This is an optimization exercise on Yosys and OpenROAD, whose aim is small area, not a production implementation. Function was checked by simulation only, so behaviour that the tests miss may differ from the original. No driver is modelled on the clock port, so clocking that relies on it looks cheaper here than on a real chip. No activity file was given, so power comes from the tool's default toggle rates.

## run 1
Design kraken_tx, start of the top module:
module kraken_tx (
    input  wire        clk,
    input  wire        rst,
    input  wire        reg_sel,
    input  wire        reg_we,
    input  wire [3:0]  reg_addr,
    input  wire [31:0] reg_wdata,
    output reg  [31:0] reg_rdata,
    output wire        reg_ready,
    output reg         sl_req,
    output reg         sl_val,
    input  wire        sl_ack,
    input  wire        sl_err,
    output wire        line_en,
    input  wire        cancel_i
);
    localparam [13:0] TMR_END = 14'h0c48;
    localparam [1:0] ST_IDLE = 2'd0, ST_EXPORT = 2'd1, ST_FRAME = 2'd2, ST_REPEAT = 2'd3;
    reg [4:0]  cw_len;
    reg [61:0] cw_sym;
    reg        e_done;
    reg [1:0]  e_err;
    reg        e_which;
    reg [7:0]  e_val;
    reg [1:0]  state;
    reg        exported;
    reg        line_lvl;
    reg        cancel_pend;
    reg        t_done;
    reg [3:0]  t_code;
    reg [15:0] pos_r;
    reg [4:0]  pos_i;
    reg [1:0]  pos_ph;
    reg        pos_sub;    
    reg [4:0]  t_len;
    reg [61:0] t_sym;
  ...
Settings: LEC_CHECK=0, CAP_MARGIN=20, CORE_MARGIN=2, CORE_UTILIZATION=75, CTS_BUF_LIST=sky130_fd_sc_hd__clkbuf_8, CTS_CLUSTER_DIAMETER=60, CTS_CLUSTER_SIZE=16, SLEW_MARGIN=20; clock period 10.0 ns.
standard.sh (not shown) runs the stock make flow with config.mk's settings and CLKGATE_MAP_FILE= SYNTH_SCRIPT=/design/flow/synth_recipe.tcl, a recipe that flattens the netlist after the stock synthesis.
==> flow/flow/run.sh <==
#!/bin/bash
# Standard ORFS layout with these changes in how it is built:
#  - synthesis is the standard flow's script with ABC's mapping script replaced by flow/area.abc
#    (area-oriented; registers are mapped before ABC runs, so they stay the same);
#  - the port buffers that buffer_ports inserts are the smallest buffer cell;
#  - clock tree synthesis uses clkbuf_8 buffers, sink clusters of 16 and no dummy loads;
#  - after clock tree synthesis, cells on paths with slack to spare are downsized;
#  - after synthesis, the largest buffer cells are not used.
set -euo pipefail
here=$(pwd)
{ head -n 1 synth_recipe.tcl; cat flow/abc_override.tcl; tail -n +2 synth_recipe.tcl; } > my_synth.tcl
sed "s#SYNTH_SCRIPT=[^ ]*synth_recipe.tcl#SYNTH_SCRIPT=$here/my_synth.tcl#" standard.sh > my_standard.sh
grep -q "SYNTH_SCRIPT=$here/my_synth.tcl" my_standard.sh
export MY_ABC_SCRIPT="$here/flow/area.abc"
export BUFFER_PORTS_ARGS="-buffer_cell sky130_fd_sc_hd__buf_1"
export CTS_ARGS="-sink_clustering_enable -repair_clock_nets -dont_use_dummy_load -buf_list sky130_fd_sc_hd__clkbuf_8 -sink_clustering_size 16 -sink_clustering_max_diameter 60"
export POST_CTS_TCL="$here/flow/post_cts.tcl"
bash my_standard.sh synth > synth_flow.log 2>&1
# after synthesis, leave the largest buffers to the clock tree's own list: slew repair
# then builds its trees from smaller buffers
export DONT_USE_CELLS="sky130_fd_sc_hd__buf_8 sky130_fd_sc_hd__buf_12 sky130_fd_sc_hd__buf_16 sky130_fd_sc_hd__bufbuf_8 sky130_fd_sc_hd__bufbuf_16 sky130_fd_sc_hd__clkbuf_16"
bash my_standard.sh > standard_flow.log 2>&1
==> flow/flow/abc_override.tcl <==
# Map the combinational logic with flow/area.abc (an area-oriented ABC script)
# instead of ORFS's speed script; flip-flops are mapped before this step and
# are left as the standard synthesis makes them.
proc abc {args} {
  set i [lsearch -exact $args -script]
  if { $i >= 0 } { lset args [expr {$i + 1}] $::env(MY_ABC_SCRIPT) }
  yosys abc {*}$args
}
==> flow/flow/area.abc <==
strash
ifraig
scorr
dc2
strash
&get -n
&deepsyn -J 100
&dch -f
&nf -R 1000 -p
&put
topo
==> flow/flow/post_cts.tcl <==
# Downsize cells on paths that keep positive slack, then legalize again.
repair_timing -recover_power 100 -verbose
detailed_placement
check_placement -verbose
Run 1 finished end to end and its layout was clean on timing, DRC and antenna.
diff inputs: run 1 => run 2
Settings: CORE_UTILIZATION: 75 -> 65.
-- flow/flow/run.sh --
<<< run 1, line 6
#  - clock tree synthesis uses clkbuf_8 buffers, sink clusters of 16 and no dummy loads;
#  - after clock tree synthesis, cells on paths with slack to spare are downsized;
#  - after synthesis, the largest buffer cells are not used.
set -euo pipefail
>>> run 2, line 6
#  - clock tree synthesis uses clkbuf_8 buffers, sink clusters of 16 and no dummy loads;
#  - after clock tree synthesis, cells on paths with slack to spare are downsized.
set -euo pipefail
<<< run 1, line 17
export POST_CTS_TCL="$here/flow/post_cts.tcl"
bash my_standard.sh synth > synth_flow.log 2>&1
# after synthesis, leave the largest buffers to the clock tree's own list: slew repair
# then builds its trees from smaller buffers
export DONT_USE_CELLS="sky130_fd_sc_hd__buf_8 sky130_fd_sc_hd__buf_12 sky130_fd_sc_hd__buf_16 sky130_fd_sc_hd__bufbuf_8 sky130_fd_sc_hd__bufbuf_16 sky130_fd_sc_hd__clkbuf_16"
bash my_standard.sh > standard_flow.log 2>&1
>>> run 2, line 16
export POST_CTS_TCL="$here/flow/post_cts.tcl"
bash my_standard.sh > standard_flow.log 2>&1
### Flow results
- Result: PASS for each of run 2 and run 1
- Going from run 1 to run 2, hold slack shows a reduction of 0.035 ns; clock network fraction of total power rose 0.6 points; internal power consumption has increased; post-detailed-routing wire length dropped about 1.1%.
- On overall power after layout: run 2 sits above run 1.
- On global placer's final weighted congestion, run 1 tracks run 2 almost exactly.
- Number of vias per cell: run 2 and run 1 compared, lower one is run 2
## Diff of input files: run 3 against run 2
Settings: CORE_UTILIZATION changed from 65 to 75.
-- flow/flow/run.sh --
<<< run 2, line 6
#  - clock tree synthesis uses clkbuf_8 buffers, sink clusters of 16 and no dummy loads;
#  - after clock tree synthesis, cells on paths with slack to spare are downsized.
set -euo pipefail
>>> run 3, line 6
#  - clock tree synthesis uses clkbuf_8 buffers, sink clusters of 16 and no dummy loads;
#  - after clock tree synthesis, cells on paths with slack to spare are downsized;
#  - the steps after synthesis also mark the largest buffer cells dont-use.
set -euo pipefail
<<< run 2, line 16
export POST_CTS_TCL="$here/flow/post_cts.tcl"
bash my_standard.sh > standard_flow.log 2>&1
>>> run 3, line 17
export POST_CTS_TCL="$here/flow/post_cts.tcl"
bash my_standard.sh synth > synth_flow.log 2>&1
# the steps after synthesis also mark the largest buffers dont-use, so that slew repair
# prefers smaller buffers
export DONT_USE_CELLS="sky130_fd_sc_hd__buf_8 sky130_fd_sc_hd__buf_12 sky130_fd_sc_hd__buf_16 sky130_fd_sc_hd__bufbuf_8 sky130_fd_sc_hd__bufbuf_16 sky130_fd_sc_hd__clkbuf_16"
bash my_standard.sh > standard_flow.log 2>&1
## What came out
NOTE: initial detailed-routing violation count in run 3 exceeds that of run 2
Every stage of the flow completed for run 3, and the final layout passed the timing, DRC and antenna checks.
Run 2 → run 3: number of synthesized flops with an enable pin neither gained nor lost much, largest net degree at the start of global routing fell 4, worst voltage drop across the vdd grid increased 0.000015 V.

## port drivers added, routing unchanged
Ports are ideal in the flow. The routed layouts listed here were re-timed in OpenROAD. Step 1 assumes that a clkbuf_16 drives the clock port and a buf_2 every other input. Step 2 times the ports against the registers' clock, not the clock port: input delays grow and output delays shrink by t, the midpoint of the rising clock arrivals with the driver on. a / b / c = ideal ports / drivers / drivers and shift; a / b = the first two.
| run | shift t [ns] | setup WS [ns] | clock arrival spread, ns | slew at the worst register clock pin (ns) | cell pins on the clock port's net |
|---|---|---|---|---|---|
| run 1 | 0.552 | 2.418 / 2.438 / 1.887 | 0.020 / 0.019 | 0.10 / 0.10 | 1 |
| run 2 | 0.555 | 2.429 / 2.446 / 1.891 | 0.055 / 0.056 | 0.11 / 0.11 | 1 |
| run 3 | 0.552 | 2.418 / 2.438 / 1.887 | 0.020 / 0.019 | 0.10 / 0.10 | 1 |
After both steps every run listed still meets setup and hold. For run 2, which loses most, drivers alone change the setup slack by +0.017 ns; drivers and shift together by -0.538 ns.
